What follows belongs to an exercise in optimizing a design on an open flow for a short achievable clock period and few clock cycles; a production flow would make more cautious choices.
Where RTL was checked, it was by simulation tests only, not by an equivalence proof against the original.
The clock input has no modelled driver; a real chip could not lean on it and would need a root buffer or a full tree.
Power figures rest on the tool's default switching activity, not on a simulated workload.

Design acb_stream, start of the top module:
module acb_stream (
    input  wire        clk,
    input  wire        rst,
    input  wire        start,
    input  wire [1:0]  op,
    input  wire [15:0] arg0,
    input  wire [12:0] in_len,
    output reg         done,
    output reg  [12:0] out_len,
    output reg  [12:0] in_pos,
    output reg  [2:0]  err_code,
    output reg  [15:0] err_info,
    output wire [11:0] in_addr,
    input  wire [7:0]  in_rdata,
    output wire [11:0] out_raddr,
    input  wire [7:0]  out_rdata,
    output reg         out_we,
    output reg  [11:0] out_waddr,
    output reg  [7:0]  out_wdata
);
    localparam [2:0] E_NONE       = 3'd0;
    localparam [2:0] E_INVALIDARG = 3'd1;
    localparam [2:0] E_ILLEGAL    = 3'd2;
    localparam [2:0] E_UNEXPEND   = 3'd3;
    localparam [2:0] E_DATA       = 3'd4;
    localparam [2:0] E_CAPACITY   = 3'd5;
    localparam [1:0] SEL_LIT = 2'd0,    
                     SEL_MEM = 2'd1,    
                     SEL_H1  = 2'd2,    
                     SEL_H2  = 2'd3;    
    localparam [2:0] I_ZERO = 3'd0, I_HP = 3'd1, I_HP1 = 3'd2, I_HPM2 = 3'd3,
                     I_CAP  = 3'd4, I_ARG = 3'd5, I_OP = 3'd6;
    reg        st_r;        
    reg        bad_cmd;     
    reg [1:0]  op_r;
    reg [15:0] arg_r;
    reg [12:0] len_r;
    reg [2:0]  arg_hi;      
    reg        run;         
    reg        m_cmp, m_dec, m_mat;
    reg [12:0] hp;          
    reg [12:0] rem;         
    reg        remz, rem1;  
    reg [12:0] P;           
  ...
Size: ~2000 cells after synthesis, roughly 140 I/O pins, ~0.021 sq mm of cells after synthesis.
clock: 10.0 ns
lec_check: 0
cap_margin: 20
core_margin: 2
core_utilization: 40
slew_margin: 20
standard.sh (not shown) runs the stock make flow with config.mk's settings and CLKGATE_MAP_FILE= SYNTH_SCRIPT=/design/flow/synth_recipe.tcl, a recipe that flattens the netlist after the stock synthesis.
==> flow/flow/run.sh <==
#!/bin/bash
HERE=$(pwd)
bash standard.sh SETUP_SLACK_MARGIN=7.5 ABC_CLOCK_PERIOD_IN_PS=3000 CORE_UTILIZATION=65 PLACE_DENSITY=0.75 PRE_CTS_TCL=$HERE/flow/star_cts.tcl finish > flow_standard.log 2>&1
Other scripts of this flow, unchanged in this note and not shown: flow/flow/star_cts.tcl
The first run completed with no timing, DRC or antenna violations.
Change:
--- a/flow/design.v
+++ b/flow/design.v
@@ -55,24 +55,28 @@
     reg [1:0]  csel;        
     reg        bad_r;       
     reg [11:0] ia;          
     reg [11:0] na;          
     reg        iv;          
     reg        rv;          
+    reg [7:0]  ird;         
+    reg        irv;
     reg [7:0]  B  [0:7];
+    reg        Bz [0:7];    
     reg [2:0]  wp, rp;
     reg [3:0]  n;           
     reg [7:0]  H0, H1;
+    reg        H0z, H1z;
     reg        hv0, hv1;    
     assign in_addr = ia;
     wire v0 = hv0;
     wire v1 = hv1;
     wire [7:0] w0 = H0;
     wire [7:0] w1 = H1;
-    wire w0z = (H0 == 8'h00);
-    wire w1z = (H1 == 8'h00);
+    wire w0z = H0z;
+    wire w1z = H1z;
     wire full = P[12];      
     reg        emit;        
     reg [1:0]  e_sel;
     reg [7:0]  e_byte;
     reg [1:0]  pop;
     reg        fin;         
@@ -219,20 +223,23 @@
             SEL_MEM: wd = out_rdata;
             SEL_H1:  wd = h1;
             default: wd = h2;
         endcase
     end
     integer k;
-    wire      push = rv & (run | st_r);                   
-    wire      ivn  = ({1'b0, n} + rv + iv < 5'd8);        
+    wire      push = irv & run;
+    wire      ivn  = ({1'b0, n} + irv + rv + iv < 5'd8);    
+    wire      irdz = (ird == 8'h00);
     reg [7:0] cb  [0:3];
+    reg       cbz [0:3];
     reg [2:0] ci;
     always @(*) begin
         for (k = 0; k < 4; k = k + 1) begin
             ci     = rp + k;
-            cb[k]  = (push && wp == ci) ? in_rdata : B[ci];
+            cb[k]  = (push && wp == ci) ? ird  : B[ci];
+            cbz[k] = (push && wp == ci) ? irdz : Bz[ci];
         end
     end
     wire [3:0]  n_p0   = n + {3'd0, push};
     wire [3:0]  n_p1   = n + {3'd0, push} - 4'd1;
     wire [3:0]  n_p2   = n + {3'd0, push} - 4'd2;
     wire [12:0] hp_p1  = hp + 13'd1;
@@ -247,26 +254,26 @@
             st_r   <= 1'b0;
             bad_cmd <= 1'b0;
             run    <= 1'b0;
             bad_r  <= 1'b0;
             iv     <= 1'b0;
             rv     <= 1'b0;
-            rp     <= 3'd0;
-            wp     <= 3'd0;
+            irv    <= 1'b0;
             ia     <= 12'd0;
             n      <= 4'd0;
             hv0    <= 1'b0;
             hv1    <= 1'b0;
             p1_v   <= 1'b0;
             p2_v   <= 1'b0;
             p1_fin <= 1'b0;
             p2_fin <= 1'b0;
             out_we <= 1'b0;
             done   <= 1'b0;
         end else begin
             st_r <= go;
+            irv <= rv;
             if (go) begin
                 rv <= 1'b1;
                 iv <= 1'b1;
                 ia <= 12'd1;
             end else if (st_r || (run && !fin)) begin
                 rv <= iv;
@@ -285,25 +292,16 @@
                     n <= n_p1; hv0 <= (n_p1 != 4'd0); hv1 <= (n_p1[3:1] != 3'd0);
                 end
                 default: begin
                     n <= n_p2; hv0 <= (n_p2 != 4'd0); hv1 <= (n_p2[3:1] != 3'd0);
                 end
             endcase
-            if (push)
-                wp <= wp + 3'd1;
-            case (pop)
-                2'd0:    ;
-                2'd1:    rp <= rp + 3'd1;
-                default: rp <= rp + 3'd2;
-            endcase
-            if (fin) begin
+            if ((fin && run) || st_r) begin
                 n   <= 4'd0;
                 hv0 <= 1'b0;
                 hv1 <= 1'b0;
-                rp  <= 3'd0;
-                wp  <= 3'd0;
             end
             bad_r <= mstart && m_bad;
             if (fin && run)
                 run <= 1'b0;
             bad_cmd <= 1'b0;
             if (st_r) begin
@@ -321,26 +319,31 @@
         end
     end
     always @(posedge clk) begin
         op_r  <= op;
         arg_r <= arg0;
         len_r <= in_len;
+        ird   <= in_rdata;
         if (push) begin
-            B[wp]  <= in_rdata;
+            B[wp]  <= ird;
+            Bz[wp] <= irdz;
+            wp     <= wp + 3'd1;
         end
         case (pop)
             2'd0: begin
-                H0 <= cb[0]; H1 <= cb[1];
+                H0 <= cb[0]; H0z <= cbz[0]; H1 <= cb[1]; H1z <= cbz[1];
             end
             2'd1: begin
-                H0 <= cb[1]; H1 <= cb[2];
+                H0 <= cb[1]; H0z <= cbz[1]; H1 <= cb[2]; H1z <= cbz[2];
+                rp <= rp + 3'd1;
                 hp <= hp_p1; rem <= rem_m1;
                 remz <= rem1; rem1 <= rem2;
             end
             default: begin
-                H0 <= cb[2]; H1 <= cb[3];
+                H0 <= cb[2]; H0z <= cbz[2]; H1 <= cb[3]; H1z <= cbz[3];
+                rp <= rp + 3'd2;
                 hp <= hp_p2; rem <= rem_m2;
                 remz <= rem2; rem1 <= rem3;
             end
         endcase
         if (emit) begin
             P     <= P + 13'd1;
@@ -399,12 +402,14 @@
         end
         if (st_r) begin
             m_cmp  <= (op_r == 2'd0);
             m_dec  <= (op_r == 2'd1);
             m_mat  <= (op_r == 2'd2);
             hp     <= 13'd0;
+            rp     <= 3'd0;
+            wp     <= 3'd0;
             rem    <= len_r;
             remz   <= (len_r == 13'd0);
             rem1   <= (len_r == 13'd1);
             P      <= 13'd0;
             room   <= arg_r[12:0];
             roomz  <= (arg_r[12:0] == 13'd0);
The changed run completed with no timing, DRC or antenna violations.
Via count went down by a few percent.
Core utilization decreases by 1.8 points.
Final area shrinks slightly.
Setup slack improved by 0.025 ns.
Total power grows by roughly a tenth.
Die area increases slightly.
Critical path depth drops by 6.
First-iteration DRC count came out lower by a little under a tenth.
Cell count goes down slightly.
Wire length shrinks by a few percent.
Testbench counts after the change, summed over its fixed seeds: cycles 269,392.
For the first run of this note, only the layout was checked, not whether the RTL still works. In every run of this note, the design's own scripts or RTL, not TritonCTS, make the clock network.

-- what the ideal ports hide --
How much do the figures lean on ideal ports? The routed layouts below were timed once more, with nothing changed but the port constraints.
Step 1 (the two cells are an assumption about what drives the block):
set clk [get_ports {clk}]
set_driving_cell -lib_cell sky130_fd_sc_hd__clkbuf_16 $clk
set_driving_cell -lib_cell sky130_fd_sc_hd__buf_2 [delete_from_list [all_inputs] $clk]
Step 2 also shifts input and output timing later by t, the mid clock arrival at the registers, as if the neighbouring blocks saw the same clock.
Slacks: no drivers / after step 1 / after step 2; pairs: no drivers / after step 1.
| run | t (ns) | slack for setup (ns) | hold WS [ns] | worst register clock-pin slew, ns | cell pins on the clock port's net |
|---|---|---|---|---|---|
| the first run | 0.474 | 7.138 / 7.032 / 6.728 | 0.316 / 0.316 / 0.316 | 0.08 / 0.08 | 4 |
| the second run | 0.469 | 7.163 / 7.036 / 6.996 | 0.327 / 0.327 / 0.327 | 0.08 / 0.08 | 4 |
After both steps setup and hold are still met in every run listed. For the first run, which loses most, drivers alone change the setup slack by -0.106 ns; drivers and shift together by -0.410 ns.
